This is an optimization exercise on Yosys and OpenROAD, whose aim is small area, a short achievable clock period and few clock cycles, not a production implementation.
Where RTL was checked, it was by simulation tests only, not by an equivalence proof against the original.
Power is estimated from default activity; no workload was simulated.

== v6 ==
==> flow/design.v <==
module vhil_gateway (
    input  wire        clk,
    input  wire        rst,             
    input  wire        rx_valid,
    input  wire [7:0]  rx_data,
    input  wire        rx_eos,
    input  wire        rx_err,
    output wire        rx_ready,
    output wire        tx_valid,
    input  wire        tx_ready,
    output wire [7:0]  tx_data,
    output wire        tx_last,
    output wire        ev_valid,
    output wire [2:0]  ev_kind,
    output wire [15:0] ev_voltage_mv,
    output wire [7:0]  ev_temp_c,
    output wire [1:0]  halt_cause
);
    localparam [7:0] SYNC = 8'hAA;
    reg [1:0] halt_q;       
    reg [2:0] cnt;          
    reg       rdy_q;        
    reg [7:0] d1, d2, d3;   
    reg [7:0] acc;          
    reg       pend;         
    reg       tx_valid_q;
    reg [3:0] tx_idx;       
    reg [7:0] tx_data_q;
    reg       tx_last_q;
    reg       ev_valid_q;
    reg [1:0] ev_k;         
    assign rx_ready = rdy_q;
    wire c0 = (cnt == 3'd0);
    wire c1 = (cnt == 3'd1);
    wire c2 = (cnt == 3'd2);
    wire c3 = (cnt == 3'd3);
    wire c4 = (cnt == 3'd4);
    wire rx_fire = rdy_q && (rx_valid || rx_eos || rx_err);
    wire ev_term = rdy_q && (rx_err || rx_eos);
    wire ev_byte = rx_fire && !rx_err && !rx_eos;
    wire is_sync = (rx_data == SYNC);
    function [7:0] add8(input [7:0] a, input [7:0] b);
        reg [7:0] g0, p0, g1, p1, g2, p2, g3;
        integer i;
        begin
            g0 = a & b;
            p0 = a ^ b;
            for (i = 0; i < 8; i = i + 1) begin
                g1[i] = (i >= 1) ? g0[i] | (p0[i] & g0[i-1]) : g0[i];
                p1[i] = (i >= 1) ? p0[i] & p0[i-1] : p0[i];
            end
            for (i = 0; i < 8; i = i + 1) begin
                g2[i] = (i >= 2) ? g1[i] | (p1[i] & g1[i-2]) : g1[i];
                p2[i] = (i >= 2) ? p1[i] & p1[i-2] : p1[i];
            end
            for (i = 0; i < 8; i = i + 1)
                g3[i] = (i >= 4) ? g2[i] | (p2[i] & g2[i-4]) : g2[i];
            add8 = p0 ^ {g3[6:0], 1'b0};
        end
    endfunction
    wire       sum_ok = (rx_data == acc);
    wire win_end = ev_byte && c4;
    wire win_ok  = win_end && sum_ok;
    wire hot   = d3[7] | d3[6] | (&d3[5:2] & (d3[1] | d3[0]));
    wire lo_hi = ~|d1[7:4] & ~(d1[3] & d1[2]);                
    wire lo_lo = ~|d2[7:5] & ~(d2[4] & d2[3] & d2[2]);         
    wire low_v = lo_hi | ((d1 == 8'h0C) & lo_lo);
    wire [1:0] status = {hot, ~hot & low_v};
    wire       adv     = tx_valid_q && tx_ready;
    wire       tx_done = adv && tx_last_q;
    wire       busy_n  = tx_valid_q && !tx_done;       
    wire       pend_n  = (win_ok || pend) && busy_n;
    wire       txv_n   = win_ok || pend || busy_n;
    wire       last_i  = tx_idx[3] & tx_idx[2];              
    wire [3:0] idx_inc = last_i ? 4'd0 : tx_idx + 4'd1;
    wire [8:4] lt_h = {~tx_idx[3],
                       ~tx_idx[3] & ~(tx_idx[2] & tx_idx[1] & tx_idx[0]),
                       ~tx_idx[3] & ~(tx_idx[2] & tx_idx[1]),
                       ~tx_idx[3] & ~(tx_idx[2] & (tx_idx[1] | tx_idx[0])),
                       ~tx_idx[3] & ~tx_idx[2]};
    wire [3:0] idx_n   = !tx_valid_q ? 4'd0 : (adv ? idx_inc : tx_idx);
    reg [7:0] next_byte;
    always @(*) begin
        case (tx_idx)
            4'd1:    next_byte = 8'h01;
            4'd3:    next_byte = 8'h08;
            4'd4:    next_byte = d1;
            4'd5:    next_byte = d2;
            4'd6:    next_byte = d3;
            4'd7:    next_byte = {6'd0, status};
            default: next_byte = 8'h00;
        endcase
    end
    wire [4:1] free_n;
    genvar k;
    generate
        for (k = 1; k <= 4; k = k + 1) begin : g_free
            assign free_n[k] = !pend && !(tx_valid_q && lt_h[8]);
        end
    endgenerate
    wire rdy_take = c0 ? (!is_sync || free_n[1]) :
                    c1 ? free_n[2] :
                    c2 ? free_n[3] :
                    c3 ? free_n[4] : 1'b1;
    wire rdy_keep = c1 ? free_n[1] :
                    c2 ? free_n[2] :
                    c3 ? free_n[3] :
                    c4 ? free_n[4] : 1'b1;
    wire rdy_n = (halt_q == 2'd0) && !ev_term && (rx_fire ? rdy_take : rdy_keep);
    always @(posedge clk) begin
        if (rdy_q && c1) d1 <= rx_data;
        if (rdy_q && c2) d2 <= rx_data;
        if (rdy_q && c3) d3 <= rx_data;
        if (c0)
            acc <= SYNC;
        else if (rdy_q && rx_valid && !c4)
            acc <= add8(acc, rx_data);
        if (!tx_valid_q || tx_ready) begin
            tx_data_q <= next_byte;
            tx_last_q <= (tx_idx == 4'd11);
        end
        tx_idx <= idx_n;
        ev_k   <= {(win_end && !sum_ok) || (ev_term && !rx_err),
                   win_ok || (ev_term && !rx_err)};
        if (rst) begin
            halt_q     <= 2'd0;
            cnt        <= 3'd0;
            rdy_q      <= 1'b1;
            pend       <= 1'b0;
            tx_valid_q <= 1'b0;
            ev_valid_q <= 1'b0;
        end else begin
            if (ev_term) begin
                halt_q <= rx_err ? 2'd2 : 2'd1;
                cnt    <= 3'd0;
            end else if (ev_byte) begin
                if (c0)
                    cnt <= is_sync ? 3'd1 : 3'd0;
                else if (c4)
                    cnt <= 3'd0;
                else
                    cnt <= {c3, c1 | c2, c2};
            end
            rdy_q      <= rdy_n;
            pend       <= pend_n;
            tx_valid_q <= txv_n;
            ev_valid_q <= ev_term || win_end;
        end
    end
    assign tx_valid      = tx_valid_q;
    assign tx_data       = tx_data_q;
    assign tx_last       = tx_last_q;
    assign ev_valid      = ev_valid_q;
    assign ev_kind       = {halt_q[1], ev_k};
    assign ev_voltage_mv = {d1, d2};
    assign ev_temp_c     = d3;
    assign halt_cause    = halt_q;
endmodule
==> flow/config.mk <==
export PLATFORM = sky130hd
export DESIGN_NAME = vhil_gateway
export DESIGN_NICKNAME = vhil_gateway
export VERILOG_FILES = /design/flow/design.v
export SDC_FILE = /design/flow/constraint.sdc
export NUM_CORES = 4
export LEC_CHECK = 0
export ABC_AREA = 1
export CAP_MARGIN = 20
export CORE_AREA = 5 5 105 105
export DIE_AREA = 0 0 110 110
export SETUP_SLACK_MARGIN = 2.95
export SLEW_MARGIN = 20
==> flow/constraint.sdc <==
create_clock -name core_clock -period 5.0 [get_ports {clk}]
set_input_delay 1.0000 -clock core_clock [delete_from_list [all_inputs] [get_ports {clk}]]
set_output_delay 1.0000 -clock core_clock [all_outputs]
set_load 0.01 [all_outputs]
standard.sh (not shown) runs the stock make flow with config.mk's settings and CLKGATE_MAP_FILE= SYNTH_SCRIPT=/design/flow/synth_recipe.tcl, a recipe that flattens the netlist after the stock synthesis.
==> flow/flow/run.sh <==
#!/bin/bash
# Standard ORFS layout (the standard.sh), with the port buffers made
# from sky130_fd_sc_hd__buf_1 instead of the default delay buffer.
set -euo pipefail
export BUFFER_PORTS_ARGS="-buffer_cell sky130_fd_sc_hd__buf_1"
bash standard.sh > standard.log 2>&1
Testbench counts of v6, summed over its fixed seeds: cycles 29,896.
Changes in v7 relative to v6:
diff --git a/flow/design.v b/flow/design.v
--- a/flow/design.v
+++ b/flow/design.v
@@ -20,10 +20,11 @@
     reg [1:0] halt_q;       
     reg [2:0] cnt;          
     reg       rdy_q;        
     reg [7:0] d1, d2, d3;   
     reg [7:0] acc;          
+    reg [1:0] stat_q;       
     reg       pend;         
     reg       tx_valid_q;
     reg [3:0] tx_idx;       
     reg [7:0] tx_data_q;
     reg       tx_last_q;
@@ -85,19 +86,19 @@
             4'd1:    next_byte = 8'h01;
             4'd3:    next_byte = 8'h08;
             4'd4:    next_byte = d1;
             4'd5:    next_byte = d2;
             4'd6:    next_byte = d3;
-            4'd7:    next_byte = {6'd0, status};
+            4'd7:    next_byte = {6'd0, stat_q};
             default: next_byte = 8'h00;
         endcase
     end
     wire [4:1] free_n;
     genvar k;
     generate
         for (k = 1; k <= 4; k = k + 1) begin : g_free
-            assign free_n[k] = !pend && !(tx_valid_q && lt_h[8]);
+            assign free_n[k] = !pend && !(tx_valid_q && lt_h[k + 4]);
         end
     endgenerate
     wire rdy_take = c0 ? (!is_sync || free_n[1]) :
                     c1 ? free_n[2] :
                     c2 ? free_n[3] :
@@ -109,10 +110,11 @@
     wire rdy_n = (halt_q == 2'd0) && !ev_term && (rx_fire ? rdy_take : rdy_keep);
     always @(posedge clk) begin
         if (rdy_q && c1) d1 <= rx_data;
         if (rdy_q && c2) d2 <= rx_data;
         if (rdy_q && c3) d3 <= rx_data;
+        if (rdy_q && c4) stat_q <= status;
         if (c0)
             acc <= SYNC;
         else if (rdy_q && rx_valid && !c4)
             acc <= add8(acc, rx_data);
         if (!tx_valid_q || tx_ready) begin
--- outcome ---
On v7: area of the mapped netlist is 5.0% higher than what v6 gave.
Compared with v6, in v7 wire length went down by about 0.5%, met2 routed wirelength now smaller, final cell utilization of the core went up 3.1 points, measured slew at the worst slew-check pin shrank by 65 ps, global-route wire length before repair shows an increase of 390 um.
v6 and v7 ended up with roughly the same final worst slack.
Register clock-pin slew on the reported worst setup and hold paths in v7 is 30 ps below v6.
In terms of fmax, v7 and v6 differ only marginally.
Cmp v7 and v6 / count of flip-flops and latches / lower: v6
Testbench counts of v7, summed over its fixed seeds: cycles 29,374.


lane 2:
Starts from the design.v that is shown in full above.
export LEC_CHECK = 0
export ABC_AREA = 1
export CAP_MARGIN = 20
export CORE_AREA = 5 5 105 105
export DIE_AREA = 0 0 110 110
export SETUP_SLACK_MARGIN = 3.0
export SLEW_MARGIN = 20
create_clock -name core_clock -period 5.0 [get_ports {clk}]
Scripts as last shown in full above: flow/flow/run.sh
Lane 2 finished every stage and its layout cleared the timing, design-rule and antenna checks.
Testbench counts of lane 2, summed over its fixed seeds: cycles 29,896.
--- input diff lane 2..lane 4 ---
--- a/flow/design.v
+++ b/flow/design.v
@@ -21,8 +21,9 @@
     reg [2:0] cnt;          
     reg       rdy_q;        
     reg [7:0] d1, d2, d3;   
     reg [7:0] acc;          
+    reg       low_q;        
     reg       pend;         
     reg       tx_valid_q;
     reg [3:0] tx_idx;       
     reg [7:0] tx_data_q;
@@ -64,9 +65,9 @@
     wire hot   = d3[7] | d3[6] | (&d3[5:2] & (d3[1] | d3[0]));
     wire lo_hi = ~|d1[7:4] & ~(d1[3] & d1[2]);                
     wire lo_lo = ~|d2[7:5] & ~(d2[4] & d2[3] & d2[2]);         
     wire low_v = lo_hi | ((d1 == 8'h0C) & lo_lo);
-    wire [1:0] status = {hot, ~hot & low_v};
+    wire [1:0] status = {hot, ~hot & low_q};
     wire       adv     = tx_valid_q && tx_ready;
     wire       tx_done = adv && tx_last_q;
     wire       busy_n  = tx_valid_q && !tx_done;       
     wire       pend_n  = (win_ok || pend) && busy_n;
@@ -94,9 +95,9 @@
     wire [4:1] free_n;
     genvar k;
     generate
         for (k = 1; k <= 4; k = k + 1) begin : g_free
-            assign free_n[k] = !pend && !(tx_valid_q && lt_h[8]);
+            assign free_n[k] = !pend && !(tx_valid_q && lt_h[k == 3 ? 8 : k + 4]);
         end
     endgenerate
     wire rdy_take = c0 ? (!is_sync || free_n[1]) :
                     c1 ? free_n[2] :
@@ -110,8 +111,9 @@
     always @(posedge clk) begin
         if (rdy_q && c1) d1 <= rx_data;
         if (rdy_q && c2) d2 <= rx_data;
         if (rdy_q && c3) d3 <= rx_data;
+        if (rdy_q && c4) low_q <= low_v;
         if (c0)
             acc <= SYNC;
         else if (rdy_q && rx_valid && !c4)
             acc <= add8(acc, rx_data);
### Flow results
Lane 4 completed every stage of the flow, and the final layout passed the timing, design-rule and antenna checks.
Lane 4 — pin count of the biggest net entering global routing 7 lower, lane 2 as reference
Going from lane 2 to lane 4, the share of power burned in combinational logic was found to have gone down by 2.1 points.
Lane 4: number of gates given a new drive strength after cts is 5 higher than what lane 2 reported.
Any difference in number of endpoints with negative hold slack in the final report between lane 2 and lane 4 is small enough to ignore.
In lane 4, summed instance area of the synthesized netlist is higher than in lane 2.
On overall track demand over capacity in global routing: between lane 2 and lane 4, it ends up lower for lane 2.
Of lane 2 and lane 4, the run reporting the lower clock buffer and inverter area fraction after layout was lane 2.
On post-synthesis share of cell area spent on full adders, half adders and majority gates, the higher figure sits with lane 2, not lane 4.
Function not checked in lane 4: the RTL went through the layout flow alone.

==> static timing again, ports no longer ideal <==
The flow's constraints put no driver on any port. The routed layouts listed below were extracted and timed again, unchanged, in two steps. Step 1 (the two cells are an assumption about what drives the block):
set clk [get_ports {clk}]
set_driving_cell -lib_cell sky130_fd_sc_hd__clkbuf_16 $clk
set_driving_cell -lib_cell sky130_fd_sc_hd__buf_2 [delete_from_list [all_inputs] $clk]
Step 2 times the ports against the registers' clock, not the clock port: input delays grow and output delays shrink by t, the midpoint of the rising clock arrivals with the driver on. Three values: ideal ports, drivers, drivers and shift; two values: the first two.
run	t (ns)	setup WS [ns]	clock arrival spread, ns	worst data-port slew with drivers (ns)	pins driven straight from the clock port
v6	0.333	3.033 / 3.038 / 2.706	0.011 / 0.012	0.06	1
v7	0.350	3.032 / 3.025 / 2.680	0.010 / 0.011	0.04	1
lane 2	0.339	3.048 / 3.017 / 2.758	0.016 / 0.015	0.03	1
lane 4	0.355	3.038 / 3.008 / 2.710	0.007 / 0.007	0.04	1
After both steps every run listed still meets setup and hold. For v7, which loses most, drivers alone change the setup slack by -0.007 ns; drivers and shift together by -0.352 ns.
